This design comes from an exercise in tuning for small area, a short achievable clock period and few clock cycles on the open sky130 flow, not from production work. The RTL was checked by simulation tests, not by an equivalence proof against the original design. No activity file was given, so power comes from the tool's default toggle rates.

## flow/flow/run.sh

```bash
#!/bin/bash
set -euo pipefail
export SETUP_SLACK_MARGIN=5.3
bash standard.sh > standard_sh.log 2>&1
```

## flow/standard.sh

```bash
#!/bin/bash
# synth_recipe.tcl (not shown) runs the flow's synth.tcl, then flattens the netlist and writes it again
# the make line also repeats each setting of config.mk as NAME=value (left out here)
make -C /OpenROAD-flow-scripts/flow DESIGN_CONFIG=/design/flow/config.mk WORK_HOME=/design/flow/orfs CLKGATE_MAP_FILE= SYNTH_SCRIPT=/design/flow/synth_recipe.tcl "${@:-finish}"
```

## flow/config.mk

```make
export PLATFORM = sky130hd
export DESIGN_NAME = puc
export DESIGN_NICKNAME = puc
export VERILOG_FILES = /design/flow/design.v
export SDC_FILE = /design/flow/constraint.sdc
export NUM_CORES = 4
export LEC_CHECK = 0
export ABC_CLOCK_PERIOD_IN_PS = 2700
export CAP_MARGIN = 20
export CORE_MARGIN = 2
export CORE_UTILIZATION = 60
export CTS_CLUSTER_DIAMETER = 100
export CTS_CLUSTER_SIZE = 28
export SLEW_MARGIN = 20
```

## flow/constraint.sdc

```tcl
create_clock -name core_clock -period 8.0 [get_ports {clk}]
set_input_delay 1.6000 -clock core_clock [delete_from_list [all_inputs] [get_ports {clk}]]
set_output_delay 1.6000 -clock core_clock [all_outputs]
set_load 0.01 [all_outputs]
```

## flow/design.v

```verilog
module puc (
    input  wire        clk,
    input  wire        rst,           
    input  wire        cmd_valid,
    input  wire [63:0] cmd_data,
    output wire        cmd_ready,
    output wire        rsp_valid,
    output wire [63:0] rsp_data,
    output wire [31:0] status,
    output wire [63:0] fault_info,
    output wire        bus_req,
    output wire        bus_we,
    output wire [31:0] bus_addr,
    output wire [31:0] bus_wdata,
    input  wire        bus_ack,
    input  wire [31:0] bus_rdata
);
    localparam [31:0] SETTLE        = 32'd150;
    localparam [31:0] MREQ          = 32'h00080018;
    localparam [21:0] A_GPPUD     = 22'h200094 >> 2;
    localparam [21:0] A_GPPUDCLK0 = 22'h200098 >> 2;
    localparam [21:0] A_DR        = 22'h201000 >> 2;
    localparam [21:0] A_FR        = 22'h201018 >> 2;
    localparam [21:0] A_IBRD      = 22'h201024 >> 2;
    localparam [21:0] A_FBRD      = 22'h201028 >> 2;
    localparam [21:0] A_LCRH      = 22'h20102C >> 2;
    localparam [21:0] A_CR        = 22'h201030 >> 2;
    localparam [21:0] A_IMSC      = 22'h201038 >> 2;
    localparam [21:0] A_ICR       = 22'h201044 >> 2;
    localparam [21:0] A_MREAD     = 22'h00B880 >> 2;
    localparam [21:0] A_MSTAT     = 22'h00B898 >> 2;
    localparam [21:0] A_MWRITE    = 22'h00B8A0 >> 2;
    localparam [3:0] OP_RESOLVE = 4'h1, OP_REGR = 4'h2, OP_REGW  = 4'h3,
                     OP_DELAY   = 4'h4, OP_MBOX = 4'h5, OP_INIT  = 4'h6,
                     OP_PUTB    = 4'h7, OP_GETB = 4'h8, OP_PUTS  = 4'h9,
                     OP_GETS    = 4'hA, OP_PANIC = 4'hB;
    localparam [3:0]
        S_IDLE = 4'd0,     
        S_TXFR = 4'd1,     
        S_TXWT = 4'd2,     
        S_TXDR = 4'd3,     
        S_RXFR = 4'd4,     
        S_RXDR = 4'd5,     
        S_REG  = 4'd6,     
        S_FIN  = 4'd7,     
        S_DLY  = 4'd8,     
        S_IW   = 4'd9,     
        S_MST1 = 4'd10,    
        S_MW   = 4'd11,    
        S_MST2 = 4'd12,    
        S_MRD  = 4'd13,    
        S_MCHK = 4'd14,    
        S_GW   = 4'd15;    
    localparam [2:0] C_PUTB = 3'd0, C_PUTS = 3'd1, C_GETB = 3'd2,
                     C_GETS = 3'd3, C_PANIC = 3'd4;
    function [7:0] bbyte;           
        input [1:0] s;
        case (s)
            2'd1:    bbyte = 8'h20;
            2'd2:    bbyte = 8'h3F;
            2'd3:    bbyte = 8'hFE;
            default: bbyte = 8'h00;
        endcase
    endfunction
    function [7:0] pchar;           
        input [3:0] i;
        case (i)
            4'd0:  pchar = 8'h54;
            4'd1:  pchar = 8'h68;
            4'd2:  pchar = 8'h72;
            4'd3:  pchar = 8'h65;
            4'd4:  pchar = 8'h61;
            4'd5:  pchar = 8'h64;
            4'd6:  pchar = 8'h20;
            4'd7:  pchar = 8'h70;
            4'd8:  pchar = 8'h61;
            4'd9:  pchar = 8'h6E;
            4'd10: pchar = 8'h69;
            4'd11: pchar = 8'h63;
            default: pchar = 8'h21;
        endcase
    endfunction
    function [21:0] iw_off;         
        input [3:0] i;
        case (i)
            4'd0:    iw_off = A_CR;
            4'd1:    iw_off = A_GPPUD;
            4'd2:    iw_off = A_GPPUDCLK0;
            4'd3:    iw_off = A_GPPUDCLK0;
            4'd4:    iw_off = A_ICR;
            4'd5:    iw_off = A_IBRD;
            4'd6:    iw_off = A_FBRD;
            4'd7:    iw_off = A_LCRH;
            4'd8:    iw_off = A_IMSC;
            default: iw_off = A_CR;
        endcase
    endfunction
    function [31:0] iw_val;         
        input [3:0] i;
        case (i)
            4'd2:    iw_val = 32'h0000C000;
            4'd4:    iw_val = 32'h000007FF;
            4'd5:    iw_val = 32'h00000001;
            4'd6:    iw_val = 32'h00000028;
            4'd7:    iw_val = 32'h00000070;
            4'd8:    iw_val = 32'h000007F2;
            4'd9:    iw_val = 32'h00000301;
            default: iw_val = 32'h00000000;
        endcase
    endfunction
    reg  [3:0]  st;
    reg  [2:0]  ctx;
    reg         busy, halted, drv_ready;
    reg  [2:0]  fcode;
    reg  [63:0] finfo;
    reg         cr;                
    reg  [1:0]  bsel;              
    reg         breq, bwe;
    reg  [29:0] baddr;             
    reg  [31:0] bwd;
    reg         rv;
    reg  [63:0] rd;
    reg  [31:0] cnt;               
    reg  [2:0]  pos;               
    reg         need;              
    reg         ldq;               
    reg         allld;             
    reg         lastw;             
    reg  [7:0]  rxb;               
    reg         rxnew;
    reg  [1:0]  ecls;              
    reg  [1:0]  ei;
    reg         eol;
    reg  [7:0]  len;
    reg  [3:0]  widx;
    reg  [3:0]  pidx;
    reg  [3:0]  istep;             
    reg         ge3, mbinit, dlyinit;
    reg         meq;               
    reg  [1023:0] lb;
    reg  [15:0] lbrow;             
    reg  [7:0]  lbcol;
    reg         pdok;              
    reg         ppad;              
    reg         pnle8;             
    reg  [1:0]  plook;             
    reg         pge3;              
    reg         p_ill, p_pan, p_byte, p_regf;        
    reg         p_resolve, p_reg, p_regw, p_delay, p_mbox, p_init;
    reg         p_putb, p_getb, p_gets, p_puts, p_puts0;
    reg         p_fi_ovf;                            
    assign cmd_ready  = cr;
    assign rsp_valid  = rv;
    assign rsp_data   = rd;
    assign status     = {16'd0, 5'd0, fcode, 5'd0, halted, drv_ready, busy};
    assign fault_info = finfo;
    assign bus_req    = breq;
    assign bus_we     = bwe;
    assign bus_addr   = {baddr, 2'b00};
    assign bus_wdata  = bwd;
    wire       take = cr & cmd_valid;
    wire       bz   = (bsel == 2'd0);
    wire [7:0] bb   = bbyte(bsel);
    wire       adv  = bz | bus_ack;               
    wire [31:0] rdv = bz ? 32'd0 : bus_rdata;
    wire [31:0] cnt_dec = cnt - 32'd1;
    wire cnt_le1 = (cnt[31:1] == 31'd0);
    wire cnt_is1 = cnt_le1 & cnt[0];
    wire cnt_le9 = (cnt[31:4] == 28'd0) && (cnt[3:0] <= 4'd9);
    reg c_pad;
    always @* begin
        case (cnt[2:0])
            3'd1:    c_pad = (cmd_data[63:8]  != 56'd0);
            3'd2:    c_pad = (cmd_data[63:16] != 48'd0);
            3'd3:    c_pad = (cmd_data[63:24] != 40'd0);
            3'd4:    c_pad = (cmd_data[63:32] != 32'd0);
            3'd5:    c_pad = (cmd_data[63:40] != 24'd0);
            3'd6:    c_pad = (cmd_data[63:48] != 16'd0);
            3'd7:    c_pad = (cmd_data[63:56] != 8'd0);
            default: c_pad = 1'b0;
        endcase
    end
    wire [7:0] putc = cmd_data[{pos, 3'b000} +: 8];
    wire [7:0] echo_b = (ei == 2'd0) ? ((ecls == 2'd1) ? 8'h0D : rxb) :
                        (ecls == 2'd1) ? 8'h0A :
                        (ei == 2'd1) ? 8'h20 : 8'h08;
    wire [63:0] lbword = lb[{widx, 6'd0} +: 64];
    wire        wfull  = ({1'b0, widx, 3'b111} < len);
    reg  [63:0] gword;
    integer j;
    always @* begin
        for (j = 0; j < 8; j = j + 1)
            gword[8*j +: 8] = (wfull || (j < len[2:0])) ? lbword[8*j +: 8] : 8'h00;
    end
    wire [3:0] c_opc = cmd_data[63:60];
    wire       c_zA  = (cmd_data[59:32] == 28'd0);
    wire       c_zBh = (cmd_data[31:8] == 24'd0);
    wire       c_zB  = c_zBh & (cmd_data[7:0] == 8'd0);
    reg        c_legal;
    always @* begin
        case (c_opc)
            OP_RESOLVE: c_legal = c_zA;
            OP_REGR:    c_legal = c_zB;
            OP_REGW:    c_legal = 1'b1;
            OP_DELAY:   c_legal = c_zA;
            OP_MBOX:    c_legal = c_zA & c_zB;
            OP_INIT:    c_legal = c_zA;
            OP_PUTB:    c_legal = c_zA & c_zBh;
            OP_GETB:    c_legal = c_zA & c_zB;
            OP_PUTS:    c_legal = c_zB;
            OP_GETS:    c_legal = c_zA & c_zB;
            OP_PANIC:   c_legal = c_zA & c_zB;
            default:    c_legal = 1'b0;
        endcase
    end
    wire c_mis = (cmd_data[33:32] != 2'd0);
    reg [7:0] ptop;
    always @* begin
        case (bsel)
            2'd2:    ptop = 8'h3F + {4'd0, cmd_data[59:56]};
            2'd3:    ptop = 8'hFE + {4'd0, cmd_data[59:56]};
            default: ptop = 8'h20 + {4'd0, cmd_data[59:56]};
        endcase
    end
    wire c_ovf = (bsel == 2'd3) && (cmd_data[59:57] != 3'd0);
    wire f_bi  = p_byte & ~drv_ready & ~bz;
    wire f_reg = p_regf & ~bz;
    wire fault = p_ill | p_pan | f_bi | f_reg;
    reg  [3:0]  st_n;
    reg  [2:0]  ctx_n;
    reg         busy_n, halted_n, drv_n;
    reg  [2:0]  fcode_n;
    reg  [63:0] finfo_n;
    reg  [1:0]  bsel_n;
    reg         breq_n, bwe_n;
    reg  [24:0] bah_n;             
    reg  [3:0]  bam_n;             
    reg         bal_n;             
    reg  [23:0] bwh_n;             
    reg  [7:0]  bwl_n;             
    reg         rv_n;
    reg  [63:0] rd_n;
    reg  [31:0] cnt_n;
    reg  [2:0]  pos_n;
    reg         need_n, ldq_n, allld_n, lastw_n;
    reg  [7:0]  rxb_n;
    reg         rxnew_n;
    reg  [1:0]  ecls_n, ei_n;
    reg         eol_n;
    reg  [7:0]  len_n;
    reg  [3:0]  widx_n, pidx_n, istep_n;
    reg         ge3_n, mbinit_n, dlyinit_n;
    reg         meq_n;
    reg         pay_n;
    reg         busy_l, halted_l, drv_l, fcode_l, finfo_l, breq_l, bwe_l;
    reg         bah_l, bam_l, bwh_l, bwl_l;
    reg         in_tx, chk, ld_plain, ld_chk, ld, tx_ok;
    always @* begin
        st_n = st; ctx_n = ctx; busy_n = busy; halted_n = halted; drv_n = drv_ready;
        fcode_n = 3'd0; finfo_n = 64'd0; bsel_n = bsel;
        breq_n = 1'b0; bwe_n = 1'b0;
        bah_n = 25'd0; bam_n = 4'd0; bal_n = 1'b0; bwh_n = 24'd0; bwl_n = 8'd0;
        rv_n = 1'b0; rd_n = 64'd0;
        cnt_n = cnt; pos_n = pos; need_n = need; ldq_n = 1'b0; allld_n = allld; lastw_n = lastw;
        rxb_n = rxb; rxnew_n = 1'b0; ecls_n = ecls; ei_n = ei; eol_n = eol; len_n = len;
        widx_n = widx; pidx_n = pidx; istep_n = istep;
        ge3_n = ge3; mbinit_n = mbinit; dlyinit_n = dlyinit; meq_n = meq;
        pay_n = 1'b0;
        busy_l = 1'b0; halted_l = 1'b0; drv_l = 1'b0; fcode_l = 1'b0; finfo_l = 1'b0;
        breq_l = 1'b0; bwe_l = 1'b0; bah_l = 1'b0; bam_l = 1'b0; bwh_l = 1'b0; bwl_l = 1'b0;
        in_tx    = (st == S_TXFR) | (st == S_TXWT);
        chk      = lastw & (pos == 3'd0);
        ld_plain = need & (ctx == C_PUTS) & in_tx & ~chk & cmd_valid & ~cr;
        ld_chk   = need & (ctx == C_PUTS) & in_tx & chk & pdok & ~cr;
        ld       = ld_plain | ld_chk;
        tx_ok    = ~need | (ctx != C_PUTS) | ld;
        if (ldq)
            cnt_n = cnt_dec;
        if (rxnew) begin
            case (ecls)
                2'd1: eol_n = 1'b1;
                2'd2: if (len != 8'd0) len_n = len - 8'd1;
                default: begin
                    len_n = len + 8'd1;
                    if (len == 8'd127)
                        eol_n = 1'b1;
                end
            endcase
        end
        case (st)
            S_IDLE: begin
                cnt_n   = p_puts ? {4'd0, cmd_data[59:32]} : cmd_data[31:0];
                pos_n   = 3'd0;
                allld_n = 1'b0;
                lastw_n = pnle8;
                ge3_n   = pge3;
                istep_n = 4'd0;
                mbinit_n  = 1'b0;
                dlyinit_n = 1'b0;
                pidx_n  = 4'd0;
                len_n   = 8'd0;
                eol_n   = 1'b0;
                need_n  = p_puts & ~fault;
                bwe_l = 1'b1; bwe_n = (p_init | p_regw) & ~fault;
                if (fault)
                    ctx_n = C_PANIC;
                else if (p_puts)
                    ctx_n = C_PUTS;
                else if (p_getb)
                    ctx_n = C_GETB;
                else if (p_gets)
                    ctx_n = C_GETS;
                else
                    ctx_n = C_PUTB;
                bah_l = 1'b1; bam_l = 1'b1;
                if (p_reg & ~fault)
                    {bah_n, bam_n, bal_n} = {ptop, cmd_data[55:34]};
                else if (p_init & ~fault)
                    {bah_n, bam_n, bal_n} = {bbyte(plook), A_CR};
                else if (p_mbox & ~fault)
                    {bah_n, bam_n, bal_n} = {bb, A_MSTAT};
                else
                    {bah_n, bam_n, bal_n} = {bb, A_FR};
                bwh_l = 1'b1; bwl_l = 1'b1;
                if (fault)
                    {bwh_n, bwl_n} = {24'd0, 8'h54};
                else if (p_init)
                    {bwh_n, bwl_n} = 32'd0;
                else if (p_mbox)
                    {bwh_n, bwl_n} = MREQ;
                else if (p_putb)
                    {bwh_n, bwl_n} = {24'd0, cmd_data[7:0]};
                else
                    {bwh_n, bwl_n} = cmd_data[31:0];
                if (take) begin
                    busy_l = 1'b1; busy_n = 1'b1;
                    if (fault) begin
                        fcode_l = 1'b1; finfo_l = 1'b1;
                        if (p_ill | f_bi) begin
                            fcode_n = p_ill ? 3'd1 : 3'd5;
                            finfo_n = cmd_data;
                        end else if (p_pan) begin
                            fcode_n = 3'd6;
                            finfo_n = 64'd0;
                        end else if (p_fi_ovf) begin
                            fcode_n = 3'd2;
                            finfo_n = {36'd0, cmd_data[59:32]};
                        end else begin
                            fcode_n = 3'd3;
                            finfo_n = {32'd0, ptop, cmd_data[55:32]};
                        end
                        st_n = S_TXFR;
                        breq_l = 1'b1; breq_n = ~bz;
                    end else if (p_resolve) begin
                        bsel_n = plook;
                        st_n   = S_FIN;
                    end else if (p_reg) begin
                        if (bz) begin
                            rv_n = ~p_regw;
                            st_n = S_FIN;
                        end else begin
                            st_n = S_REG;
                            breq_l = 1'b1; breq_n = 1'b1;
                        end
                    end else if (p_delay) begin
                        st_n = S_DLY;
                    end else if (p_mbox) begin
                        st_n = S_MST1;
                        breq_l = 1'b1; breq_n = ~bz;
                    end else if (p_init) begin
                        bsel_n = plook;
                        st_n   = S_IW;
                        breq_l = 1'b1; breq_n = 1'b1;
                    end else if (p_getb | p_gets) begin
                        st_n = S_RXFR;
                        breq_l = 1'b1; breq_n = ~bz;
                    end else if (p_puts0) begin
                        st_n = S_FIN;
                    end else begin  
                        st_n = S_TXFR;
                        breq_l = 1'b1; breq_n = ~bz;
                    end
                end
            end
            S_FIN: begin
                busy_l = 1'b1; busy_n = 1'b0;
                st_n   = S_IDLE;
            end
            S_TXFR, S_TXWT: begin
                if (need) begin
                    case (ctx)
                        C_PUTS:  ;
                        C_PANIC: begin
                            need_n = 1'b0;
                            bwl_l = 1'b1; bwl_n = pchar(pidx);
                        end
                        default: begin  
                            need_n = 1'b0;
                            bwl_l = 1'b1; bwl_n = echo_b;
                        end
                    endcase
                end
                if (st == S_TXFR) begin
                    if (adv & ~rdv[5]) begin
                        if (tx_ok) begin
                            st_n = S_TXDR;
                            bwe_l = 1'b1; bwe_n = 1'b1;
                            bam_l = 1'b1; bam_n = A_DR[4:1];
                        end else begin
                            st_n = S_TXWT;
                            breq_l = 1'b1; breq_n = 1'b0;
                        end
                    end
                end else if (tx_ok) begin
                    st_n = S_TXDR;
                    breq_l = 1'b1; breq_n = ~bz;
                    bwe_l = 1'b1; bwe_n = 1'b1;
                    bam_l = 1'b1; bam_n = A_DR[4:1];
                end
            end
            S_TXDR: begin
                rd_n = {56'd0, len};
                if (adv) begin
                    case (ctx)
                        C_PUTS: begin
                            if (allld) begin
                                busy_l = 1'b1; busy_n = 1'b0;
                                st_n = S_IDLE;
                                breq_l = 1'b1; breq_n = 1'b0;
                            end else begin
                                need_n = 1'b1;
                                st_n = S_TXFR;
                                bwe_l = 1'b1; bwe_n = 1'b0;
                                bam_l = 1'b1; bam_n = A_FR[4:1];
                            end
                        end
                        C_GETS: begin
                            if (ecls != 2'd0 && ei != ecls) begin
                                ei_n   = ei + 2'd1;
                                need_n = 1'b1;
                                st_n   = S_TXFR;
                                bwe_l = 1'b1; bwe_n = 1'b0;
                                bam_l = 1'b1; bam_n = A_FR[4:1];
                            end else if (eol) begin
                                rv_n   = 1'b1;
                                widx_n = 4'd0;
                                st_n   = (len == 8'd0) ? S_FIN : S_GW;
                                breq_l = 1'b1; breq_n = 1'b0;
                            end else begin
                                st_n = S_RXFR;
                                bwe_l = 1'b1; bwe_n = 1'b0;
                                bam_l = 1'b1; bam_n = A_FR[4:1];
                            end
                        end
                        C_PANIC: begin
                            if (pidx == 4'd12) begin
                                busy_l = 1'b1; busy_n = 1'b0;
                                halted_l = 1'b1; halted_n = 1'b1;
                                st_n = S_IDLE;
                                breq_l = 1'b1; breq_n = 1'b0;
                            end else begin
                                pidx_n = pidx + 4'd1;
                                need_n = 1'b1;
                                st_n   = S_TXFR;
                                bwe_l = 1'b1; bwe_n = 1'b0;
                                bam_l = 1'b1; bam_n = A_FR[4:1];
                            end
                        end
                        default: begin  
                            busy_l = 1'b1; busy_n = 1'b0;
                            st_n = S_IDLE;
                            breq_l = 1'b1; breq_n = 1'b0;
                        end
                    endcase
                end
            end
            S_RXFR: begin
                if (adv & ~rdv[4]) begin
                    st_n = S_RXDR;
                    bam_l = 1'b1; bam_n = A_DR[4:1];
                end
            end
            S_RXDR: begin
                rxb_n  = rdv[7:0];
                ecls_n = (rdv[7:0] == 8'h0A || rdv[7:0] == 8'h0D) ? 2'd1 :
                         (rdv[7:0] == 8'h08) ? 2'd2 : 2'd0;
                rd_n   = {56'd0, rdv[7:0]};
                if (adv) begin
                    if (ctx == C_GETB) begin
                        rv_n = 1'b1;
                        st_n = S_FIN;
                        breq_l = 1'b1; breq_n = 1'b0;
                    end else begin
                        rxnew_n = 1'b1;
                        need_n  = 1'b1;
                        ei_n    = 2'd0;
                        st_n    = S_TXFR;
                        bam_l = 1'b1; bam_n = A_FR[4:1];
                    end
                end
            end
            S_GW: begin
                rv_n   = 1'b1;
                rd_n   = gword;
                widx_n = widx + 4'd1;
                if ({1'b0, widx, 3'b000} + 8'd8 >= len)
                    st_n = S_FIN;
            end
            S_REG: begin
                rd_n = {32'd0, rdv};
                if (adv) begin
                    breq_l = 1'b1; breq_n = 1'b0;
                    if (~bwe) begin
                        rv_n = 1'b1;
                        st_n = S_FIN;
                    end else begin
                        busy_l = 1'b1; busy_n = 1'b0;
                        st_n = S_IDLE;
                    end
                end
            end
            S_DLY: begin
                if (dlyinit) begin
                    bah_l = 1'b1; bam_l = 1'b1; bwh_l = 1'b1; bwl_l = 1'b1; bwe_l = 1'b1;
                    if (istep == 4'd5 && ge3 && !mbinit) begin
                        {bah_n, bam_n, bal_n} = {bb, A_MSTAT};
                        {bwh_n, bwl_n} = MREQ;
                        bwe_n = 1'b0;
                    end else begin
                        {bah_n, bam_n, bal_n} = {bb, iw_off(istep)};
                        {bwh_n, bwl_n} = iw_val(istep);
                        bwe_n = 1'b1;
                    end
                end
                if (cnt_le1) begin
                    if (dlyinit) begin
                        breq_l = 1'b1; breq_n = 1'b1;
                        if (istep == 4'd5 && ge3 && !mbinit) begin
                            mbinit_n = 1'b1;
                            st_n = S_MST1;
                        end else begin
                            st_n = S_IW;
                        end
                    end else begin
                        busy_l = 1'b1; busy_n = 1'b0;
                        st_n = S_IDLE;
                    end
                end else begin
                    cnt_n = cnt_dec;
                end
            end
            S_IW: begin
                cnt_n     = (istep == 4'd1 || istep == 4'd2) ? SETTLE : 32'd0;
                dlyinit_n = 1'b1;
                if (adv) begin
                    istep_n = istep + 4'd1;
                    breq_l = 1'b1; breq_n = 1'b0;
                    if (istep == 4'd9) begin
                        drv_l = 1'b1; drv_n = 1'b1;
                        busy_l = 1'b1; busy_n = 1'b0;
                        st_n = S_IDLE;
                    end else begin
                        st_n = S_DLY;
                    end
                end
            end
            S_MST1: begin
                if (adv & ~rdv[31]) begin
                    st_n = S_MW;
                    bwe_l = 1'b1; bwe_n = 1'b1;
                    bam_l = 1'b1; bam_n = A_MWRITE[4:1];
                end
            end
            S_MW: begin
                if (adv) begin
                    st_n = S_MST2;
                    bwe_l = 1'b1; bwe_n = 1'b0;
                    bam_l = 1'b1; bam_n = A_MSTAT[4:1];
                end
            end
            S_MST2: begin
                if (adv & ~rdv[30]) begin
                    st_n = S_MRD;
                    bam_l = 1'b1; bam_n = A_MREAD[4:1];
                end
            end
            S_MRD: begin
                meq_n = (rdv == MREQ);
                cnt_n = 32'd0;
                if (adv) begin
                    st_n = S_MCHK;
                    breq_l = 1'b1; breq_n = 1'b0;
                end
            end
            S_MCHK: begin
                if (meq) begin
                    if (mbinit) begin
                        st_n = S_DLY;
                    end else begin
                        busy_l = 1'b1; busy_n = 1'b0;
                        st_n = S_IDLE;
                    end
                end else begin
                    st_n = S_MST2;
                    breq_l = 1'b1; breq_n = ~bz;
                    bam_l = 1'b1; bam_n = A_MSTAT[4:1];
                end
            end
            default: st_n = S_IDLE;
        endcase
        if (ld) begin
            need_n = 1'b0;
            if (ld_chk & ppad) begin
                fcode_l = 1'b1; fcode_n = 3'd1;
                finfo_l = 1'b1; finfo_n = cmd_data;
                ctx_n   = C_PANIC;
                pidx_n  = 4'd0;
                bwl_l = 1'b1; bwl_n = 8'h54;
            end else begin
                bwl_l = 1'b1; bwl_n = putc;
                pos_n = pos + 3'd1;
                ldq_n = 1'b1;
                if (cnt_is1)
                    allld_n = 1'b1;
                if (cnt_is1 | (pos == 3'd7))
                    pay_n = 1'b1;
                if (pos == 3'd7)
                    lastw_n = cnt_le9;
            end
        end
    end
    genvar gi;
    generate
        for (gi = 0; gi < 128; gi = gi + 1) begin : g_lb
            always @(posedge clk)
                if (lbrow[gi / 8] & lbcol[gi % 8])
                    lb[8*gi +: 8] <= rxb;
        end
    endgenerate
    always @(posedge clk) begin
        pdok  <= ~rst & cmd_valid & ~cr;
        ppad  <= c_pad;
        pnle8 <= (cmd_data[59:36] == 24'd0) && (cmd_data[35:32] <= 4'd8);
        plook <= (cmd_data[31:0] == 32'd2 || cmd_data[31:0] == 32'd3) ? 2'd2 :
                 (cmd_data[31:0] == 32'd4) ? 2'd3 : 2'd1;
        pge3  <= (cmd_data[31:0] >= 32'd3);
        p_ill     <= ~c_legal;
        p_pan     <= (c_opc == OP_PANIC);
        p_byte    <= (c_opc == OP_PUTB) | (c_opc == OP_GETB) | (c_opc == OP_PUTS) | (c_opc == OP_GETS);
        p_regf    <= ((c_opc == OP_REGR) | (c_opc == OP_REGW)) & (c_ovf | c_mis);
        p_fi_ovf  <= c_ovf;
        p_resolve <= (c_opc == OP_RESOLVE);
        p_reg     <= (c_opc == OP_REGR) | (c_opc == OP_REGW);
        p_regw    <= (c_opc == OP_REGW);
        p_delay   <= (c_opc == OP_DELAY);
        p_mbox    <= (c_opc == OP_MBOX);
        p_init    <= (c_opc == OP_INIT);
        p_putb    <= (c_opc == OP_PUTB);
        p_getb    <= (c_opc == OP_GETB);
        p_gets    <= (c_opc == OP_GETS);
        p_puts    <= (c_opc == OP_PUTS);
        p_puts0   <= (c_opc == OP_PUTS) & c_zA;
        lbrow <= (st == S_RXDR) ? (16'd1 << len[6:3]) : 16'd0;
        lbcol <= 8'd1 << len[2:0];
        if (rst) begin
            st        <= S_IDLE;
            busy      <= 1'b0;
            halted    <= 1'b0;
            drv_ready <= 1'b0;
            fcode     <= 3'd0;
            finfo     <= 64'd0;
            cr        <= 1'b0;
            bsel      <= 2'd0;
            breq      <= 1'b0;
            bwe       <= 1'b0;
            baddr     <= 30'd0;
            bwd       <= 32'd0;
            rv        <= 1'b0;
            len       <= 8'd0;
            need      <= 1'b0;
            ldq       <= 1'b0;
            rxnew     <= 1'b0;
        end else begin
            st        <= st_n;
            busy      <= (busy & ~busy_l) | (busy_n & busy_l);
            halted    <= (halted & ~halted_l) | (halted_n & halted_l);
            drv_ready <= (drv_ready & ~drv_l) | (drv_n & drv_l);
            fcode     <= (fcode & ~{3{fcode_l}}) | (fcode_n & {3{fcode_l}});
            finfo     <= (finfo & ~{64{finfo_l}}) | (finfo_n & {64{finfo_l}});
            cr        <= (~busy_n & ~halted_n & cmd_valid & ~take) | pay_n;
            bsel      <= bsel_n;
            breq      <= (breq & ~breq_l) | (breq_n & breq_l);
            bwe       <= (bwe & ~bwe_l) | (bwe_n & bwe_l);
            baddr[29:5] <= (baddr[29:5] & ~{25{bah_l}}) | (bah_n & {25{bah_l}});
            baddr[0]    <= (baddr[0] & ~bah_l) | (bal_n & bah_l);
            baddr[4:1]  <= (baddr[4:1] & ~{4{bam_l}}) | (bam_n & {4{bam_l}});
            bwd[31:8] <= (bwd[31:8] & ~{24{bwh_l}}) | (bwh_n & {24{bwh_l}});
            bwd[7:0]  <= (bwd[7:0] & ~{8{bwl_l}}) | (bwl_n & {8{bwl_l}});
            rv        <= rv_n;
            len       <= len_n;
            need      <= need_n;
            ldq       <= ldq_n;
            rxnew     <= rxnew_n;
        end
        rd     <= rd_n;
        ctx    <= ctx_n;
        cnt    <= cnt_n;
        pos    <= pos_n;
        allld  <= allld_n;
        lastw  <= lastw_n;
        rxb    <= rxb_n;
        ecls   <= ecls_n;
        ei     <= ei_n;
        eol    <= eol_n;
        widx   <= widx_n;
        pidx   <= pidx_n;
        istep  <= istep_n;
        ge3    <= ge3_n;
        mbinit <= mbinit_n;
        dlyinit <= dlyinit_n;
        meq    <= meq_n;
    end
endmodule
```

==> results of run 1 <==
-- metal layers --
metal	vias up	share of wire, %
met4	4	3.9
li1	14300	-
met1	17600	39
met5	-	0.016
met2	1823	48
met3	381	9.6
-- worst max-delay path by stage --
stage            startpoint        endpoint  depth (start not counted)
2_1_floorplan   cmd_data[4]           p_ill                          7
3_3_place_gp   cmd_data[48]           p_ill                          8
3_5_place_dp   cmd_data[53]           p_ill                          8
4_1_cts                flop  fault_info[21]                          1
5_1_grt        cmd_data[34]           p_ill                          8
6_report       cmd_data[33]           p_ill                          7
-- power groups by stage --
stage / combinational [mW] / sequential [mW] / clock, mW
after detailed placement: 2.28 / 8.27 / 0
final: 2.68 / 8.13 / 3.49
after global routing: 2.84 / 8.16 / 3.74
after CTS: 2.46 / 8.11 / 3.53
after floorplan: 1.47 / 8.24 / 0
after global placement: 2.22 / 8.25 / 0
-- cells in the mapped netlist (all sizes together) (11+ instances only) --
cell type | instances | area share [%]
buf | 100 | 1.1
a21oi | 111 | 0.99
nand4 | 11 | 0.12
o31ai | 13 | 0.17
clkbuf | 136 | 0.91
a22oi | 84 | 1.1
a222oi | 29 | 0.52
and2 | 143 | 1.6
nor2b | 43 | 0.48
nor3 | 62 | 0.59
mux4 | 336 | 14
and3 | 26 | 0.29
ha | 42 | 0.94
a31oi | 19 | 0.21
o21ai | 105 | 0.95
o221ai | 13 | 0.20
xnor2 | 16 | 0.25
mux2i | 44 | 0.79
nor2 | 239 | 1.6
edfxtp | 1049 | 56
inv | 81 | 0.55
nand2b | 19 | 0.21
dfxtp | 321 | 11
nor4 | 39 | 0.53
a211oi | 18 | 0.24
nand2 | 148 | 0.99
o22ai | 22 | 0.25
nand3 | 39 | 0.37
-- stage by stage --
step / instances / cell area [um2] / setup WS, ns / total power [mW] / hold slack (ns)
3_5_place_dp: 4883 / 60300 / 3.63 / 10.5 / 0.406
3_3_place_gp: 4882 / 60300 / 3.72 / 10.5 / 0.396
6_report: 5121 / 64300 / 5.09 / 14.3 / 0.425
5_1_grt: 5114 / 64300 / 5.06 / 14.7 / 0.460
2_1_floorplan: 3516 / 56500 / 4.74 / 9.71 / 0.386
4_1_cts: 5072 / 63500 / 5.16 / 14.1 / 0.429
-- final cells by class --
cell class | count | area share (%)
clock inverters | 5 | 0.103
well taps | 1254 | 2.44
multi-input cells | 1829 | 27.4
inverters | 83 | 0.547
repair inverters | 1 | 0.0136
clock buffers | 96 | 2.41
flip-flops and latches | 1370 | 59.4
diodes | 9 | 0.0350
repair buffers | 474 | 7.60
-- logic make-up (layout without fill, tap and decap cells) --
kind of cell | Yosys count | count (layout) | synth area share [%]
flops | 1370 | 1370 | 67.8
mux | 390 | 390 | 14.5
xor+xnor | 22 | 22 | 0.344
fa+ha+maj | 43 | 43 | 0.975
simple gates | 823 | 825 | 7.57
compound gates | 521 | 521 | 6.30
other cells | 1 | 37 | 0.00670
buf+inv | 319 | 659 | 2.53
-- critical path, cell delays in order --
cell and delay (ns):
clkdlybuf4s15_2 0.32, or3_4 0.41, nor4_4 0.33, o2111ai_2 0.20
a211oi_2 0.33, a311oi_1 0.09, o21a_1 0.23
-- what timing repair did --
item | 4_1_cts | 5_1_grt
gates resized for setup | 1551 | 108
cloned | 7 | 7
setup buffers | 81 | 33
pin swaps | 35 | 23
endpoints found under the setup margin | 465 | 392
==> qor.yml, run 1 <==
rows: 112
hp-class: "reg2reg"
dr.pass1.iters: 10
drt_wl_total_mm: 160
synth_edf_count: 1049
vias_per_cell: 6.67
die_w_um: 309
p_comb_share_pct: 18.8
path_clk_slew_ns: 0.12
die_area_um2: 95700
dpl.hpwl_mm: 101
worst_pin_slew_ns: 1.15
power_frac_seq_pct: 56.8
ys.flop_type: "edfxtp_1"
rsz0062_at_grt: "yes"
htreeDepth: 2
ir_drop_mv: 0.184
p_sw_mw: 4.07
leakage_nw: 21.8
synthCells: 3489
areaGrowthSynthToFinish_pct: 14.9
grt_max_degree: 105
status: "finished clean"
grt_use_met3_pct: 6.01
gp_congestion: 0.969
grt.total_usage_pct: 32.8
finalMaxSlewViolations: 0
drc: 0
use_met2_pct: 51.6
antenna_found_initial: 8
r2r_cells: 6
min_period_ns: 2.91
clockPowerShare_pct: 24.4
initial_core_util_pct: 60.2
final_common_cell: "edfxtp_1"
multi_input_area_um2: 17600
core_area_um2: 92900
cts_tree: "done"
synth_cell_types: 89
grt_pass1_vias: 33100
ios: 328
avgSynthCellArea_um2: 16.0
portBuffers: 299
ff2ff_setup_slack_ns: 5.35
holdPathStages: 0
hp-start: "pge3"
endpoint_kind: "flop"
gr-usage-met1_pct: 46.6
min_to: "ge3"
crit_fanout: 6
grt.busiest_layer: "met2"
worst_ep_arrival_time_ns: 3.51
ant_nets: 0
power.density_nw_per_um2: 223
layout_common_cells: "edfxtp_1, mux4_2, nor2_1, buf_6, dfxtp_2"
cap_violations: 0
synth.cell_area_um2: 56000
cts-buffers-inserted: 55
worst_ep_required_time_ns: 8.61
insertion_delay_ns: 0.71
seqCellArea_um2: 38200
critPathKind: "in2reg"
cts_root_buf: "clkbuf_16"
fillers: 6348
vias: 34100
grt_pass1_wl_mm: 226
timing.rr.end: "rd[7]"
tns_ns: 0
slew_headroom_pct: 23.2
startpoint_type: "input port"
die_h_um: 309
clock_skew_ns: 0.0348
fmax_mhz: 344
synthArstFlopShare_pct: 0
hold_viol: 0
grt_overflow: 0
power.internal_mw: 10.2
synth_seq_cells: 1370
drive_gt1_share_pct: 30.0
finalNetCount: 3957
drtIter0Drc: 4419
cts.path.max_buffers: 3
wl_per_cell_um: 31.3
fin_util_pct: 69.2
ys_seq_area_share_pct: 67.8
period_share_pct: 36.3
cts_sinks: 1370
cts_hold_buf: 0
worstReg2RegStart: "st[3]"
finalSetupViolations: 0
switching_share_pct: 28.4
yosysWarnings: 1
Testbench counts, summed over its fixed seeds: cycles 163,192.
==> run 2, diff against run 1 <==
==> flow/flow/run.sh (replaced) <==
#!/bin/bash
set -euo pipefail
export SETUP_SLACK_MARGIN=5.3
export BUFFER_PORTS_ARGS="-buffer_cell sky130_fd_sc_hd__buf_2"
export CTS_ARGS="-sink_clustering_enable -repair_clock_nets -sink_clustering_size 28 -sink_clustering_max_diameter 100 -dont_use_dummy_load"
bash standard.sh > standard_sh.log 2>&1
==> run 2 against run 1 <==
Synthesized area unchanged. Fmax grew 2.4%. Still clean. Clock power down 6.3%. Cell count shrank 0.94%. Worst hold slack worse by 0.022 ns. Sequential cell count did not move. Highest routed layer unchanged. Critical path depth increased by 1. Die area unchanged. Synthesized cell count unchanged. Global-route usage is 0.31 points lower.
==> qor.yml, run 2 <==
fin_util_pct: 68.5  # -0.74 points
finalSetupViolations: 0  # unchanged
synth_top_area_share_pct: 56.3  # unchanged
ys_top_cells_by_count: "edfxtp_1, mux4_2, dfxtp_1"
drt_wl_total_mm: 158  # -0.97%
startpoint_type: "input port"
initial_core_util_pct: 60.2  # unchanged
areaGrowthSynthToFinish_pct: 13.7
yosysWarnings: 1  # unchanged
layout_common_cells: "edfxtp_1, mux4_2, nor2_1, buf_6, dfxtp_2"
grt_pass1_vias: 32900  # -0.60%
dr.pass1.iters: 7  # -3
cts_root_buf: "clkbuf_16"
wl_per_cell_um: 31.2  # about the same
hp-class: "reg2reg"
drc: 0  # unchanged
synth_cell_types: 89  # unchanged
die_area_um2: 95700  # unchanged
holdPathStages: 0  # unchanged
grt.total_usage_pct: 32.5  # -0.31 points
synth_edf_count: 1049  # unchanged
finalNetCount: 3951  # -0.15%
antenna_found_initial: 10  # +2
avgSynthCellArea_um2: 16.0  # unchanged
synth_seq_cells: 1370  # unchanged
synthCells: 3489  # unchanged
grt_overflow: 0  # unchanged
crit_fanout: 2  # -4
cap_violations: 0  # unchanged
worst_ep_required_time_ns: 8.54  # -0.07 ns
critPathKind: "in2reg"
synth.cell_area_um2: 56000  # unchanged
cts_sinks: 1370  # unchanged
synthArstFlopShare_pct: 0  # unchanged
rsz0062_at_grt: "yes"
vias: 34000  # -0.37%
fmax_mhz: 352  # +2.4%
path_clk_slew_ns: 0.11  # about the same
drive_gt1_share_pct: 31.5  # +1.5 points
min_period_ns: 2.84  # -0.0684 ns
drtIter0Drc: 4744  # +7.4%
rows: 112  # unchanged
power.density_nw_per_um2: 223  # +0.30%
ys_seq_area_share_pct: 67.8  # unchanged
gp_congestion: 0.957  # -1.2%
ys.flop_type: "edfxtp_1"
die_w_um: 309  # unchanged
period_share_pct: 35.5  # -0.86 points
synthTopCellsByArea: "edfxtp_1, mux4_2, dfxtp_1"
insertion_delay_ns: 0.71  # about the same
slew_headroom_pct: 20.8  # -2.4 points
cts.path.max_buffers: 3  # unchanged
htreeDepth: 2  # unchanged
ir_drop_mv: 0.254  # +38%
ant_nets: 0  # unchanged
final_common_cell: "edfxtp_1"
vias_per_cell: 6.71  # +0.58%
hold_viol: 0  # unchanged
cts_hold_buf: 0  # unchanged
tns_ns: 0  # unchanged
endpoint_kind: "flop"
yosysTopAreaCell: "edfxtp_1"
ff2ff_setup_slack_ns: 5.35  # about the same
ios: 328  # unchanged
die_h_um: 309  # unchanged
grt_max_degree: 97  # -7.6%
dpl.hpwl_mm: 102  # +1.0%
synth.most_common_cell: "edfxtp_1"
clock_skew_ns: 0.0667  # +0.0318 ns
grt_pass1_wl_mm: 225  # -0.52%
finalMaxSlewViolations: 0  # unchanged
worst_ep_arrival_time_ns: 3.38  # -0.13 ns
cts_tree: "done"
r2r_cells: 10  # +4
core_area_um2: 92900  # unchanged
status: "finished clean"
portBuffers: 299  # unchanged
leakage_nw: 21.7  # -0.69%
worst_pin_slew_ns: 1.19  # +0.0363 ns
cts-buffers-inserted: 55  # unchanged
## run 2: power by group
| group | leakage, nW | switching [mW] | internal [mW] | total (mW) |
|---|---|---|---|---|
| combinational | 8.78 | 1.74 | 1.05 | 2.78 |
| clock | 0.678 | 2.03 | 1.23 | 3.27 |
| sequential | 12.2 | 0.266 | 7.88 | 8.15 |
## run 2: per-stage QoR
stage / instances / total power [mW] / setup slack [ns] / instance area (um2) / hold slack [ns]
after floorplan: 3516 / 9.71 / 4.74 / 56500 / 0.386
after global placement: 4884 / 10.4 / 4.31 / 58800 / 0.392
after detailed placement: 4884 / 10.5 / 4.21 / 58800 / 0.398
after CTS: 5011 / 13.9 / 5.14 / 62600 / 0.395
after global routing: 5061 / 14.7 / 5.07 / 63600 / 0.405
final: 5073 / 14.2 / 5.16 / 63600 / 0.403
## run 2: cell type report
cell class,instances,area [um2]
repair inverters,1,8.76
well taps,1254,1570
clock buffers,55,1380
diodes,13,32.5
inverters,83,364
fillers,6165,29300
repair buffers,470,4480
multi-input cells,1827,17600
flip-flops and latches,1370,38200
## run 2: logic make-up after synthesis
family | share of synthesized area [%]
xor gates and xnor gates | 0.344
AOI/OAI and AO/OA | 6.30
buffers and inverters | 2.53
other | 0.00670
DFF | 67.8
muxes | 14.5
adders and majority gates | 0.975
and+or+nand+nor | 7.57
## run 2: timing repair
action | 4_1_cts | 5_1_grt
setup endpoints to repair | 453 | 391
setup buffers | 66 | 42
pin swaps | 22 | 42
cloned | 6 | 6
resized for setup | 489 | 125
## run 2: final timing paths
path | start | endpoint
worst max-delay path | cmd_data[7] | p_ill
worst min-delay path | pge3 | ge3
worst max register to register | st[0] | flop
worst min register to register | pge3 | ge3
## run 2: critical path, stage by stage
cell,delay [ns]
buf_8,0.10
or4_4,0.56
nor4b_4,0.26
buf_4,0.16
o2111ai_2,0.13
a211oi_2,0.31
a311oi_1,0.08
o21a_1,0.19
## run 2: routing by layer
layer / GRT usage (%) / wire length [um]
met3: 6.97 / 15700
met5: 0 / 24
met2: 51.9 / 76100
met1: 45.5 / 61100
met4: 9.60 / 5620
==> run 3, diff against run 2 <==
--- a/flow/design.v
+++ b/flow/design.v
@@ -134,4 +134,5 @@
     reg  [7:0]  len;
     reg  [3:0]  widx;
+    reg         glast;             
     reg  [3:0]  pidx;
     reg  [3:0]  istep;             
@@ -146,5 +147,6 @@
     reg  [1:0]  plook;             
     reg         pge3;              
-    reg         p_ill, p_pan, p_byte, p_regf;        
+    reg         p_pan, p_byte, p_regf;               
+    reg         p_zA, p_zB, p_zBh;                   
     reg         p_resolve, p_reg, p_regw, p_delay, p_mbox, p_init;
     reg         p_putb, p_getb, p_gets, p_puts, p_puts0;
@@ -197,21 +199,4 @@
     wire       c_zBh = (cmd_data[31:8] == 24'd0);
     wire       c_zB  = c_zBh & (cmd_data[7:0] == 8'd0);
-    reg        c_legal;
-    always @* begin
-        case (c_opc)
-            OP_RESOLVE: c_legal = c_zA;
-            OP_REGR:    c_legal = c_zB;
-            OP_REGW:    c_legal = 1'b1;
-            OP_DELAY:   c_legal = c_zA;
-            OP_MBOX:    c_legal = c_zA & c_zB;
-            OP_INIT:    c_legal = c_zA;
-            OP_PUTB:    c_legal = c_zA & c_zBh;
-            OP_GETB:    c_legal = c_zA & c_zB;
-            OP_PUTS:    c_legal = c_zB;
-            OP_GETS:    c_legal = c_zA & c_zB;
-            OP_PANIC:   c_legal = c_zA & c_zB;
-            default:    c_legal = 1'b0;
-        endcase
-    end
     wire c_mis = (cmd_data[33:32] != 2'd0);
     reg [7:0] ptop;
@@ -224,4 +209,8 @@
     end
     wire c_ovf = (bsel == 2'd3) && (cmd_data[59:57] != 3'd0);
+    wire p_legal = (p_resolve & p_zA) | (p_reg & ~p_regw & p_zB) | p_regw |
+                   (p_delay & p_zA) | ((p_mbox | p_getb | p_gets | p_pan) & p_zA & p_zB) |
+                   (p_init & p_zA) | (p_putb & p_zA & p_zBh) | (p_puts & p_zB);
+    wire p_ill = ~p_legal;
     wire f_bi  = p_byte & ~drv_ready & ~bz;
     wire f_reg = p_regf & ~bz;
@@ -504,5 +493,5 @@
                 rd_n   = gword;
                 widx_n = widx + 4'd1;
-                if ({1'b0, widx, 3'b000} + 8'd8 >= len)
+                if (glast)
                     st_n = S_FIN;
             end
@@ -645,5 +634,7 @@
                  (cmd_data[31:0] == 32'd4) ? 2'd3 : 2'd1;
         pge3  <= (cmd_data[31:0] >= 32'd3);
-        p_ill     <= ~c_legal;
+        p_zA      <= c_zA;
+        p_zB      <= c_zB;
+        p_zBh     <= c_zBh;
         p_pan     <= (c_opc == OP_PANIC);
         p_byte    <= (c_opc == OP_PUTB) | (c_opc == OP_GETB) | (c_opc == OP_PUTS) | (c_opc == OP_GETS);
@@ -714,4 +705,5 @@
         eol    <= eol_n;
         widx   <= widx_n;
+        glast  <= (st == S_GW) ? ({1'b0, widx, 3'b000} + 8'd16 >= {1'b0, len}) : (len <= 8'd8);
         pidx   <= pidx_n;
         istep  <= istep_n;
==> run 3 against run 2 <==
Fmax grew 0.16%. Sequential share of layout area shrank 0.84 points. Synthesized area grew 1.1%. Sequential power shrank 1%. Critical path type is now reg2out. Global-route usage grew 1.2 points. Largest cell class unchanged.
==> qor.yml, run 3 <==
status: "finished clean"
insertion_delay_ns: 0.72  # about the same
cts_sinks: 1373  # +0.22%
gp_congestion: 0.943  # -1.5%
critPathKind: "reg2out"
dpl.hpwl_mm: 105  # +2.2%
rsz0062_at_grt: "yes"
yosysTopAreaCell: "edfxtp_1"
critPathLaunch: "rd[14]"
post_dp_cell_area_um2: 59400  # +0.94%
htreeDepth: 2  # unchanged
clockPowerShare_pct: 24.1  # +1.1 points
core_area_um2: 93500  # +0.60%
cap_violations: 0  # unchanged
grt_max_degree: 113  # +16%
crit_path_cell_trace: "buf_6"
synth_cell_types: 92  # +3.4%
ys.flop_type: "edfxtp_1"
synth.most_common_cell: "edfxtp_1"
worst_pin_slew_ns: 1.15  # -0.0361 ns
layout_common_cells: "edfxtp_1, nor2_1, mux4_2, buf_6, dfxtp_2"
fin_util_pct: 69.3  # +0.78 points
grt_pass1_wl_mm: 240  # +6.6%
p_sw_mw: 3.78  # -6.3%
areaGrowthSynthToFinish_pct: 14.4
cts-buffers-inserted: 56  # +1.8%
synth_seq_cells: 1373  # +0.22%
startpoint_type: "flop"
grt.total_usage_pct: 33.7  # +1.2 points
initial_core_util_pct: 60.6  # +0.31 points
ios: 328  # unchanged
antenna_found_initial: 16  # +6
yosysWarnings: 1  # unchanged
synth_edf_count: 1049  # unchanged
worst_ep_required_time_ns: 6.40  # -2.14 ns
hp-class: "reg2reg"
rows: 112  # unchanged
hold_viol: 0  # unchanged
multi_input_area_um2: 18500  # +5.2%
ir_drop_mv: 0.190  # -25%
wl_per_cell_um: 31.5  # +0.94%
slew_headroom_pct: 23.2  # +2.4 points
switching_share_pct: 27.5  # -0.92 points
die_w_um: 311  # +0.55%
vias_per_cell: 6.80  # +1.5%
die_h_um: 311  # +0.55%
fmax_mhz: 353  # +0.16%
finalNetCount: 4186  # +5.9%
grt_pass1_vias: 34900  # +6.1%
design_area_um2: 64700  # +1.8%
crit_fanout: 1  # -1
finalPower_mw: 13.8  # -3.2%
endpoint_kind: "output pin"
synth_top_area_share_pct: 55.7  # -0.63 points
synthTopCellsByArea: "edfxtp_1, dfxtp_1, mux4_2"
fillers: 6278  # +1.8%
p_comb_share_pct: 17.2  # -2.4 points
drtIter0Drc: 5065  # +6.8%
cts_root_buf: "clkbuf_16"
portBuffers: 299  # unchanged
dr.pass1.iters: 6  # -1
ys_seq_area_share_pct: 67.1  # -0.65 points
cpPeakStageDelay_ns: 0.42  # -0.14 ns
drc: 0  # unchanged
vias: 36100  # +6.1%
critical_path.slowest_cell: "dfxtp_4"
synthArstFlopShare_pct: 0  # unchanged
seqCellArea_um2: 38300  # +0.33%
ys_top_cells_by_count: "edfxtp_1, dfxtp_1, nor2_1"
path_clk_slew_ns: 0.11  # about the same
ant_nets: 0  # unchanged
leakage_nw: 21.9  # +1.0%
drive_gt1_share_pct: 30.3  # -1.2 points
hp-start: "pge3"
critPathTopFamily: "flip-flops"
worst_ep_arrival_time_ns: 1.23  # -2.15 ns
min_period_ns: 2.83  # -0.00452 ns
finalMaxSlewViolations: 0  # unchanged
synth.cell_area_um2: 56600  # +1.1%
cts.path.max_buffers: 3  # unchanged
synthCells: 3734  # +7.0%
avgSynthCellArea_um2: 15.2  # -5.5%
final_common_cell: "edfxtp_1"
worstReg2RegStart: "cnt[23]"
cts_hold_buf: 0  # unchanged
tns_ns: 0  # unchanged
grt_overflow: 0  # unchanged
drt_wl_total_mm: 167  # +5.6%
clock_skew_ns: 0.0592  # -0.00746 ns
cts_tree: "done"
critPathBufInv: 1  # -1
power_frac_seq_pct: 58.7  # +1.3 points
finalSetupViolations: 0  # unchanged
power.internal_mw: 9.97  # -1.9%
power.density_nw_per_um2: 212  # -4.8%
period_share_pct: 35.4  # -0.056 points
die_area_um2: 96800  # +1.1%
-- run 3: cell count changes in the layout (fill, tap and decap cells not counted), sizes merged, moves of 22 or more --
cell,change
mux4,-118
mux2,+63
a211oi,+31
a222oi,-26
a221oi,+22
o22ai,+44
nand3,+37
a22o,+23
a21oi,-25
mux2i,+88
inv,-26
a311oi,+33
a2111oi,+24
-- run 3: area by class of cell --
cell class              count  area share, %
flip-flops and latches   1373           59.2
well taps                1254           2.42
repair buffers            484           7.20
repair inverters            1        0.00773
multi-input cells        2070           28.6
clock buffers              56           2.16
inverters                  56          0.361
diodes                     12         0.0464
-- run 3: final timing paths --
check / slack, ns / cells past startpoint / endpoint
worst max-delay path: 5.17 / 1 / rsp_data[14]
worst min-delay path: 0.42 / 0 / ge3
worst max register to register: 5.27 / 8 / cnt[5]
worst min register to register: 0.42 / 0 / ge3
-- run 3: repair_timing --
item                                    CTS  global route
pin swaps                                11            35
setup buffers                            77            43
cloned                                   17             6
gates resized for setup                 574           124
endpoints found under the setup margin  462           375
hold endpoints to repair                  0             0
-- run 3: power by group through the flow --
stage,combinational [mW],sequential [mW],clock (mW)
final,2.37,8.07,3.32
after global routing,2.47,8.09,3.57
after CTS,2.11,8.04,3.34
after detailed placement,1.84,8.17,0
after global placement,1.80,8.16,0
after floorplan,1.23,8.10,0
-- run 3: through the flow --
step / hold WS [ns] / std cells / setup WS (ns)
after global placement: 0.388 / 5095 / 3.89
final: 0.420 / 5306 / 5.17
after floorplan: 0.386 / 3761 / 4.93
after global routing: 0.436 / 5304 / 5.14
after detailed placement: 0.396 / 5095 / 3.81
after CTS: 0.422 / 5245 / 5.15
-- run 3: kinds of logic (layout without fill, tap and decap cells) --
| group | Yosys count | after routing | synth area share [%] |
|---|---|---|---|
| DFF | 1373 | 1373 | 67.1 |
| buffers and inverters | 328 | 597 | 2.51 |
| muxes | 423 | 423 | 12.5 |
| AOI/OAI and AO/OA | 688 | 697 | 8.84 |
| other | 1 | 40 | 0.00663 |
| xor gates and xnor gates | 13 | 13 | 0.201 |
| and+or+nand+nor | 864 | 865 | 7.89 |
| adders and majority gates | 44 | 44 | 0.986 |
-- run 3: metal layers --
metal / up-vias / wire length (um) / share of wire, % / track usage, %
met5: - / 51 / 0.030 / 0
met4: 8 / 7670 / 4.6 / 14.0
met3: 422 / 15300 / 9.1 / 5.73
met2: 1973 / 79200 / 47 / 53.3
met1: 18400 / 65100 / 39 / 46.9
li1: 15300 / - / - / -
Testbench counts of run 3, summed over its fixed seeds: cycles 163,192.
==> run 4, diff against run 3 <==
==> flow/flow/run.sh (replaced) <==
#!/bin/bash
set -euo pipefail
export SETUP_SLACK_MARGIN=5.2
export BUFFER_PORTS_ARGS="-buffer_cell sky130_fd_sc_hd__buf_2"
export CTS_ARGS="-sink_clustering_enable -repair_clock_nets -sink_clustering_size 24 -sink_clustering_max_diameter 80 -dont_use_dummy_load"
bash standard.sh > standard_sh.log 2>&1
--- a/flow/config.mk
+++ b/flow/config.mk
@@ -9,6 +9,6 @@
 export CAP_MARGIN = 20
 export CORE_MARGIN = 2
-export CORE_UTILIZATION = 60
-export CTS_CLUSTER_DIAMETER = 100
-export CTS_CLUSTER_SIZE = 28
+export CORE_UTILIZATION = 70
+export CTS_CLUSTER_DIAMETER = 80
+export CTS_CLUSTER_SIZE = 24
 export SLEW_MARGIN = 20
==> run 4 against run 3 <==
Clock skew rose by 0.048 ns. Worst setup slack improved by 0.0063 ns. Power is 0.63% higher. Cell count shrank 5.1%. Global-route usage up 4.8 points. Largest cell class unchanged. Synthesized area unchanged. Sequential power shrank 0.5%.
==> qor.yml, run 4 <==
status: "finished clean"
synthTopCellsByArea: "edfxtp_1, dfxtp_1, mux4_2"
insertion_delay_ns: 0.66  # -0.06 ns
vias: 36400  # +0.95%
use_met2_pct: 61.3  # +8.1 points
cts_sinks: 1373  # unchanged
grt_overflow: 0  # unchanged
startpoint_type: "flop"
cts_root_buf: "clkbuf_16"
path_clk_slew_ns: 0.09  # -0.02 ns
slew_headroom_pct: 24.8  # +1.6 points
finalMaxSlewViolations: 0  # unchanged
cts_hold_buf: 0  # unchanged
dr.pass1.iters: 9  # +3
synth.most_common_cell: "edfxtp_1"
clock_skew_ns: 0.108  # +0.0483 ns
synth_edf_count: 1049  # unchanged
drive_gt1_share_pct: 23.6  # -6.7 points
ys.flop_type: "edfxtp_1"
areaGrowthSynthToFinish_pct: 9.71
worst_ep_required_time_ns: 8.45  # +2.05 ns
synth_top_area_share_pct: 55.7  # unchanged
drt_wl_total_mm: 163  # -2.9%
fillers: 4481  # -29%
grt_pass1_wl_mm: 233  # -2.7%
rows: 104  # -7.1%
worst_pin_slew_ns: 1.13  # -0.0241 ns
dp.cells: 4899  # -3.8%
fin_util_pct: 77.3  # +8.1 points
cts.path.max_buffers: 3  # unchanged
ir_drop_mv: 0.216  # +14%
synth_cell_types: 92  # unchanged
synth_seq_cells: 1373  # unchanged
fin_ws_ns: 5.17  # +0.00628 ns
seqCellArea_um2: 38000  # -0.73%
grt.busiest_layer: "met2"
yosysTopAreaCell: "edfxtp_1"
die_h_um: 288  # -7.3%
die_area_um2: 83200  # -14%
endpoint_kind: "flop"
yosysWarnings: 1  # unchanged
antenna_found_initial: 7  # -9
core_area_um2: 80300  # -14%
worst_ep_arrival_time_ns: 3.28  # +2.05 ns
ys_seq_area_share_pct: 67.1  # unchanged
hold_viol: 0  # unchanged
cts_tree: "done"
fmax_mhz: 354  # +0.22%
multi_input_area_um2: 18000  # -2.5%
synth.cell_area_um2: 56600  # unchanged
layout_common_cells: "edfxtp_1, buf_2, dfxtp_1, nor2_1, mux4_2"
power.density_nw_per_um2: 223  # +4.9%
portBuffers: 299  # unchanged
initial_core_util_pct: 70.5  # +9.9 points
wl_per_cell_um: 32.3  # +2.3%
final_cells: 5037  # -5.1%
gp_congestion: 0.953  # +1.1%
finalSetupViolations: 0  # unchanged
grt_max_degree: 97  # -14%
grt_use_met3_pct: 6.04  # +0.32 points
die_w_um: 288  # -7.3%
dpl.hpwl_mm: 101  # -4.0%
avgSynthCellArea_um2: 15.2  # unchanged
ys_top_cells_by_count: "edfxtp_1, dfxtp_1, nor2_1"
min_period_ns: 2.83  # -0.00628 ns
crit_fanout: 29  # +28
htreeDepth: 3  # +1
ant_nets: 0  # unchanged
critPathKind: "reg2reg"
cts-buffers-inserted: 69  # +23%
cap_violations: 0  # unchanged
gr-usage-met1_pct: 53.4  # +6.5 points
drtIter0Drc: 5757  # +14%
leakage_nw: 21.2  # -2.8%
grt_pass1_vias: 35300  # +1.1%
drc: 0  # unchanged
post-place-ws_ns: 4.20  # +0.385 ns
period_share_pct: 35.3  # -0.079 points
vias_per_cell: 7.24  # +6.3%
grt.total_usage_pct: 38.5  # +4.8 points
synthArstFlopShare_pct: 0  # unchanged
tns_ns: 0  # unchanged
hp-class: "reg2reg"
rsz0062_at_grt: "yes"
finalNetCount: 4117  # -1.6%
synthCells: 3734  # unchanged
final_common_cell: "edfxtp_1"
ios: 328  # unchanged
-- run 4: cell counts after synthesis --
No cell type changed its count.
-- run 4: area by class of cell --
| cell class | count | area share (%) |
|---|---|---|
| Sequential cell | 1373 | 61.3 |
| Timing Repair Buffer | 407 | 4.36 |
| Multi-Input combinational cell | 2065 | 29.1 |
| Clock buffer | 69 | 2.78 |
| Timing Repair inverter | 1 | 0.00806 |
| Antenna cell | 6 | 0.0242 |
| Inverter | 56 | 0.355 |
| Tap cell | 1060 | 2.14 |
-- run 4: timing repair --
| action | CTS | global route |
|---|---|---|
| pin swaps | 7 | 16 |
| resized for setup | 126 | 70 |
| cloned | 10 | 5 |
| buffers inserted | 24 | 24 |
| endpoints found under the setup margin | 267 | 171 |
-- run 4: kinds of logic after synthesis --
group                      after synthesis  synth area share (%)
other                                    1               0.00663
muxes                                  423                  12.5
and+or+nand+nor                        864                  7.89
AOI/OAI and AO/OA                      688                  8.84
buffers and inverters                  328                  2.51
adders and majority gates               44                 0.986
xor gates and xnor gates                13                 0.201
DFF                                   1373                  67.1
-- run 4: path summary, 6_finish.rpt --
path | startpoint | end | slack [ns] | cells after the start
setup / recovery | st[0] | flop | 5.17 | 10
hold / removal | pge3 | ge3 | 0.41 | 0
setup reg to reg | st[0] | flop | 5.17 | 10
hold reg to reg | pge3 | ge3 | 0.41 | 0
-- run 4: where the power goes --
part / total (mW) / switching, mW / internal (mW)
Combinational: 2.15 / 1.37 / 0.784
Sequential: 8.03 / 0.241 / 7.79
Clock: 3.65 / 2.11 / 1.55
-- run 4: metal layers --
metal / wire [um] / share of wire (%)
met1: 58400 / 36
met2: 78300 / 48
met3: 17500 / 11
met4: 8260 / 5.1
met5: 24 / 0.015
-- run 4: stage by stage --
| stage | cell area, um2 | hold WS [ns] | total power, mW |
|---|---|---|---|
| floorplan | 57000 | 0.386 | 9.32 |
| global placement | 59000 | 0.389 | 9.89 |
| detailed placement | 59000 | 0.394 | 9.95 |
| CTS | 61600 | 0.417 | 13.5 |
| global route | 62100 | 0.449 | 14.2 |
| finish | 62100 | 0.414 | 13.8 |
-- run 4: critical path, stage by stage (launching register included) --
cell      delay, ns
dfxtp_1        0.32
buf_4          0.31
nor2b_1        0.53
nand2_1        0.33
o21ai_1        0.22
a32o_2         0.18
and2_4         0.18
inv_2          0.05
ha_1           0.20
nor4_4         0.34
a221oi_4       0.05
==> run 5, diff against run 4 <==
--- a/flow/config.mk
+++ b/flow/config.mk
@@ -9,5 +9,5 @@
 export CAP_MARGIN = 20
 export CORE_MARGIN = 2
-export CORE_UTILIZATION = 70
+export CORE_UTILIZATION = 60
 export CTS_CLUSTER_DIAMETER = 80
 export CTS_CLUSTER_SIZE = 24
==> run 5 against run 4 <==
Still clean. Worst setup slack worse by 0.0092 ns. Via count down 2.2%. Synthesized cell count unchanged. Sequential power about the same. Global-route usage down 5.5 points. Cell count up 3.9%. Critical path depth down 3. Clock power about the same. Combinational power down 2%. Synthesized area unchanged. Non-clock buffer count up 4. Largest cell class unchanged.
==> qor.yml, run 5 <==
min_period_ns: 2.84  # +0.00925 ns
synth_seq_cells: 1373  # unchanged
cts_sinks: 1373  # unchanged
finalMaxSlewViolations: 0  # unchanged
synth.cell_area_um2: 56600  # unchanged
grt_max_degree: 105  # +8.2%
path_clk_slew_ns: 0.10  # about the same
critPathKind: "in2reg"
hold_viol: 0  # unchanged
worst_pin_slew_ns: 1.09  # -0.0374 ns
core_area_um2: 93500  # +16%
wl_per_cell_um: 31.1  # -3.6%
final_common_cell: "edfxtp_1"
ys_seq_area_share_pct: 67.1  # unchanged
finalNetCount: 4119  # +0.049%
hp-class: "reg2reg"
crit_path_cell_trace: "buf_2 > inv_1 > ha_1 > mux2_2 > o21ai_0 > nand3_1 > a311oi_1"
fmax_mhz: 353  # -0.33%
synthTopCellsByArea: "edfxtp_1, dfxtp_1, mux4_2"
ff2ff_setup_slack_ns: 5.26  # +0.09 ns
die_w_um: 311  # +7.9%
finalSetupViolations: 0  # unchanged
whs_ns: 0.396  # -0.0178 ns
tns_ns: 0  # unchanged
endpoint_kind: "flop"
synth-adder-area-share_pct: 0.986  # unchanged
synthMuxAreaShare_pct: 12.5  # unchanged
yosysWarnings: 1  # unchanged
antenna_found_initial: 21  # +14
synth-simple-area-share_pct: 7.89  # unchanged
synth.most_common_cell: "edfxtp_1"
crit_fanout: 8  # -72%
synthArstFlopShare_pct: 0  # unchanged
grt_overflow: 0  # unchanged
slew_headroom_pct: 27.3  # +2.5 points
critical_path.slowest_cell: "o21ai_0"
cts_root_buf: "clkbuf_16"
die_h_um: 311  # +7.9%
period_share_pct: 35.5  # +0.12 points
synthCells: 3734  # unchanged
drive_gt1_share_pct: 23.8  # +0.19 points
drc: 0  # unchanged
cts_tree: "done"
clock_skew_ns: 0.0543  # -0.0532 ns
cts.path.max_buffers: 3  # unchanged
vias: 35600  # -2.2%
vias_per_cell: 6.81  # -5.9%
insertion_delay_ns: 0.66  # about the same
dp.cells: 5104  # +4.2%
startpoint_type: "input port"
power.density_nw_per_um2: 221  # -0.88%
die_area_um2: 96800  # +16%
drtIter0Drc: 4933  # -14%
grt_pass1_wl_mm: 236  # +0.94%
grt.total_usage_pct: 33.0  # -5.5 points
cts-buffers-inserted: 68  # -1.4%
cts_hold_buf: 0  # unchanged
synth_edf_count: 1049  # unchanged
worst_ep_required_time_ns: 8.55  # +0.10 ns
layout_common_cells: "edfxtp_1, buf_2, dfxtp_1, nor2_1, mux4_2"
multi_input_area_um2: 18000  # -0.53%
rsz0062_at_grt: "yes"
ys_top_cells_by_count: "edfxtp_1, dfxtp_1, nor2_1"
status: "finished clean"
dr.pass1.iters: 9  # unchanged
dpl.hpwl_mm: 103  # +2.3%
final_cells: 5232  # +3.9%
seqCellArea_um2: 38100  # about the same
synth_top_family_by_area: "multiplexers"
worst_ep_arrival_time_ns: 3.39  # +0.11 ns
ir_drop_mv: 0.201  # -6.8%
ys.flop_type: "edfxtp_1"
drt_wl_total_mm: 163  # +0.13%
areaGrowthSynthToFinish_pct: 10.2
avgSynthCellArea_um2: 15.2  # unchanged
synth_compound_area_share_pct: 8.84  # unchanged
gp_congestion: 0.991  # +3.9%
htreeDepth: 3  # unchanged
ios: 328  # unchanged
portBuffers: 299  # unchanged
grt_pass1_vias: 34600  # -2.1%
ant_nets: 0  # unchanged
synth_top_area_share_pct: 55.7  # unchanged
fillers: 6612  # +48%
critPathTopFamily: "compound AO/OA/AOI/OAI gates"
initial_core_util_pct: 60.6  # -9.9 points
rows: 112  # +7.7%
critPathBufInv: 2  # unchanged
cap_violations: 0  # unchanged
synth-xor-area-share_pct: 0.201  # unchanged
synth_cell_types: 92  # unchanged
leakage_nw: 21.3  # +0.11%
yosysTopAreaCell: "edfxtp_1"
cpPeakStageDelay_ns: 0.42  # -0.11 ns
-- run 5: cell counts after synthesis --
Identical to the previous run, type by type.
-- run 5: what timing repair did --
item	in CTS	in global routing
pin swaps	10	8
buffers inserted	23	16
endpoints found under the setup margin	287	137
gates cloned	13	2
hold endpoints to repair	0	0
gates resized for setup	146	41
-- run 5: path summary, 6_finish.rpt --
check	startpoint	to	cells past startpoint
max	cmd_data[57]	flop	7
min	pge3	ge3	0
max reg2reg	p_mbox	flop	7
min reg2reg	pge3	ge3	0
-- run 5: power breakdown --
group / internal [mW] / switching, mW
combinational: 0.729 / 1.38
clock: 1.53 / 2.13
sequential: 7.79 / 0.217
-- run 5: cells by family after synthesis --
group | after synthesis
compound gates | 688
xor+xnor | 13
fa+ha+maj | 44
buf+inv | 328
flops | 1373
mux | 423
other cells | 1
simple gates | 864
-- run 5: worst reg2reg max path, delay by kind of cell, from the launching register on --
kind,cells,cell delay (ns)
AOI/OAI and AO/OA,4,0.88
DFF,1,0.73
buffers and inverters,1,0.24
and+or+nand+nor,2,0.79
-- run 5: final cells by class --
type	count	share of cell area, %
antenna	5	0.0201
clock buffer	68	2.73
inverter	56	0.355
multi-input combinational	2064	28.8
sequential	1373	61.1
tap	1254	2.52
timing repair buffer	411	4.52
timing repair inverter	1	0.00803
-- run 5: through the flow --
step	util (%)	total power, mW	instance area (um2)	worst slack, ns
6_report	66.7	13.8	62400	5.16
5_1_grt	66.7	14.2	62400	5.19
4_1_cts	66.3	13.7	62000	5.05
3_5_place_dp	63.5	10.0	59400	4.23
3_3_place_gp	63.5	9.95	59300	4.07
2_1_floorplan	-	9.32	57000	4.93
-- run 5: metal layers --
layer	routed length [um]	GRT usage, %	share of wire (%)
met5	99	0.346	0.061
met2	76400	52.1	47
met4	6480	12.1	4.0
met1	64600	47.0	40
met3	15200	5.33	9.3

==> what the ideal ports hide <==
In the flow no input, the clock included, has a driving cell. The finished layouts below were timed again as built, in two steps.
Step 1 assumes that a clkbuf_16 drives the clock port and a buf_2 every other input.
Step 2, shift: input delay + t, output delay - t, t = (earliest + latest rising clock arrival at the registers) / 2. This alone moves slack from input paths to output paths.
Three values: ideal ports, drivers, drivers and shift; two values: the first two.
run	t, ns	setup slack, ns	latest minus earliest clock arrival (ns)
run 1	0.762	5.094 / 5.105 / 4.366	0.043 / 0.043
run 2	0.742	5.162 / 5.116 / 4.445	0.067 / 0.067
run 3	0.762	5.167 / 5.091 / 4.582	0.061 / 0.061
run 4	0.683	5.173 / 5.124 / 4.584	0.108 / 0.109
run 5	0.709	5.164 / 5.156 / 4.496	0.063 / 0.063
After both steps setup and hold are still met in every run listed. The setup slack of run 1, which loses most, moves by +0.011 ns with the drivers and by -0.728 ns with both steps.
